Background: an optimization exercise with open tools, aiming at small area, a short achievable clock period and few clock cycles. Do not read the settings as production practice.
Only simulation tests tie the RTL to the original design; equivalence was not proved.
Power figures rest on the tool's default switching activity, not on a simulated workload.

Design video_entropy_coder, start of the top module:
module video_entropy_coder (
    input  wire        clk,
    input  wire        rst,
    input  wire        cmd_valid,
    output wire        cmd_ready,
    input  wire [31:0] cmd,
    input  wire        coef_valid,
    output wire        coef_ready,
    input  wire [15:0] coef,
    output reg         tok_valid,
    output reg  [2:0]  tok_kind,
    output reg  [20:0] tok_val,
    output reg  [5:0]  tok_run,
    output reg  [3:0]  tok_len,
    output reg         tok_tab,
    output reg         diag_valid
);
Size in the first run: roughly 4700 cells after synthesis, roughly 1200 flip-flops, about 91 I/O pins, ~53000 sq um of cells after synthesis.
export LEC_CHECK = 0
export CAP_MARGIN = 20
export CORE_MARGIN = 2
export CORE_UTILIZATION = 55
export CTS_CLUSTER_DIAMETER = 70
export CTS_CLUSTER_SIZE = 32
export PLACE_DENSITY = 0.7
export SLEW_MARGIN = 20
create_clock -name core_clock -period 11.0 [get_ports {clk}]
standard.sh (not shown) runs the stock make flow with config.mk's settings and CLKGATE_MAP_FILE= SYNTH_SCRIPT=/design/flow/synth_recipe.tcl, a recipe that flattens the netlist after the stock synthesis.
==> flow/flow/run.sh <==
#!/bin/bash
# The standard layout (the standard.sh: ORFS synthesis to final layout,
# unchanged), with the setup timing repair aimed below the design's clock
# period: repair_timing is asked for SETUP_SLACK_MARGIN ns of setup slack at
# the design's clock and constraints. The SDC is not changed.
set -o pipefail
export SETUP_SLACK_MARGIN=7.7
bash standard.sh > standard.log 2>&1
The first run passed the timing, DRC and antenna checks.
Testbench counts at the start, summed over its fixed seeds: cycles 99,164.
Change:
- CTS_CLUSTER_DIAMETER: 70 -> 80
- CTS_CLUSTER_SIZE: 32 -> 24
What happened: The changed run produced a clean layout. Non-clock buffer count shrinks by 5. Final area shrinks by 0.48%. Critical path depth shrinks by 7.
Change:
--- a/flow/flow/run.sh
+++ b/flow/flow/run.sh
@@ -7 +7 @@
-export SETUP_SLACK_MARGIN=7.7
+export SETUP_SLACK_MARGIN=7.9
- CORE_UTILIZATION: 55 -> 65
- PLACE_DENSITY: 0.7 -> 0.8
Combinational power rose by a few percent.
Register-to-register slack improved by 170 ps.
Final area rose slightly.
Setup slack got worse by 22 ps.
Sequential power hardly moves.

---

## exp/onyx
Starting RTL as in the previous note.
==> flow/config.mk <==
export PLATFORM = sky130hd
export DESIGN_NAME = video_entropy_coder
export DESIGN_NICKNAME = video_entropy_coder
export VERILOG_FILES = /design/flow/design.v
export SDC_FILE = /design/flow/constraint.sdc
export NUM_CORES = 4
export LEC_CHECK = 0
export CAP_MARGIN = 20
export CORE_MARGIN = 2
export CORE_UTILIZATION = 55
export CTS_CLUSTER_DIAMETER = 80
export CTS_CLUSTER_SIZE = 24
export PLACE_DENSITY = 0.7
export SLEW_MARGIN = 20
export TNS_END_PERCENT = 20
==> flow/constraint.sdc <==
create_clock -name core_clock -period 11.0 [get_ports {clk}]
set_input_delay 2.2000 -clock core_clock [delete_from_list [all_inputs] [get_ports {clk}]]
set_output_delay 2.2000 -clock core_clock [all_outputs]
set_load 0.01 [all_outputs]
==> flow/flow/run.sh <==
#!/bin/bash
# The standard layout (the standard.sh: ORFS synthesis to final layout,
# unchanged), with the setup timing repair aimed below the design's clock
# period: repair_timing is asked for SETUP_SLACK_MARGIN ns of setup slack at
# the design's clock and constraints. The SDC is not changed.
set -o pipefail
export SETUP_SLACK_MARGIN=7.65
bash standard.sh > standard.log 2>&1
The final layout from exp/onyx, which completed every stage, passed the timing, DRC and antenna checks at the end of the flow.
Testbench counts of exp/onyx, summed over its fixed seeds: cycles 99,164.
Inputs modified between exp/onyx and exp/juniper:
Settings: swapping 55 for 60 in CORE_UTILIZATION; clearing TNS_END_PERCENT, which used to be 20; swapping 0.7 for 0.75 in PLACE_DENSITY.
--- a/flow/flow/run.sh
+++ b/flow/flow/run.sh
@@ -5,4 +5,4 @@
 # the design's clock and constraints. The SDC is not changed.
 set -o pipefail
-export SETUP_SLACK_MARGIN=7.65
+export SETUP_SLACK_MARGIN=7.7
 bash standard.sh > standard.log 2>&1
==> run summary <==
The die used by exp/juniper is smaller than the one used by exp/onyx. Critical path depth in exp/juniper is 7 above exp/onyx. A launch point of the worst path of tok_len[1]$_DFF_P_ is what exp/onyx shows, while afull$_SDFFE_PP0P_ belongs to exp/juniper. Between exp/juniper and exp/onyx, the design area does not differ in any meaningful way. Of exp/onyx and exp/juniper, the higher via count belongs to exp/juniper. Across exp/onyx and exp/juniper, the outcome is the same: a clean finish for every run.

[static timing again, ports no longer ideal]
No port has a modelled driver above. Below, the same layouts with a new extraction and two added sets of constraints. Step 1: set_driving_cell puts a clkbuf_16 on clk and a buf_2 on each other input, an assumption about the parent block. Step 2 times the ports against the registers' clock, not the clock port: input delays grow and output delays shrink by t, the midpoint of the rising clock arrivals with the driver on. a / b / c = ideal / step 1 / step 2; a / b = the first two.
| run | t, ns | setup WS [ns] | worst register clock-pin slew, ns | worst data-port slew with drivers (ns) | cell pins on the clock port's net |
|---|---|---|---|---|---|
| the first run of note 1 | 0.768 | 7.585 / 7.529 / 7.018 | 0.12 / 0.12 | 0.05 | 1 |
| the second run of note 1 | 0.752 | 7.626 / 7.550 / 7.030 | 0.10 / 0.10 | 0.05 | 1 |
| the third run of note 1 | 0.762 | 7.604 / 7.535 / 6.992 | 0.11 / 0.11 | 0.06 | 1 |
| exp/onyx | 0.738 | 7.532 / 7.458 / 7.035 | 0.10 / 0.10 | 0.04 | 1 |
| exp/juniper | 0.736 | 7.609 / 7.543 / 7.101 | 0.10 / 0.10 | 0.05 | 1 |
After both steps every run listed still meets setup and hold. For the third run of note 1, which loses most, drivers alone change the setup slack by -0.069 ns; drivers and shift together by -0.612 ns.
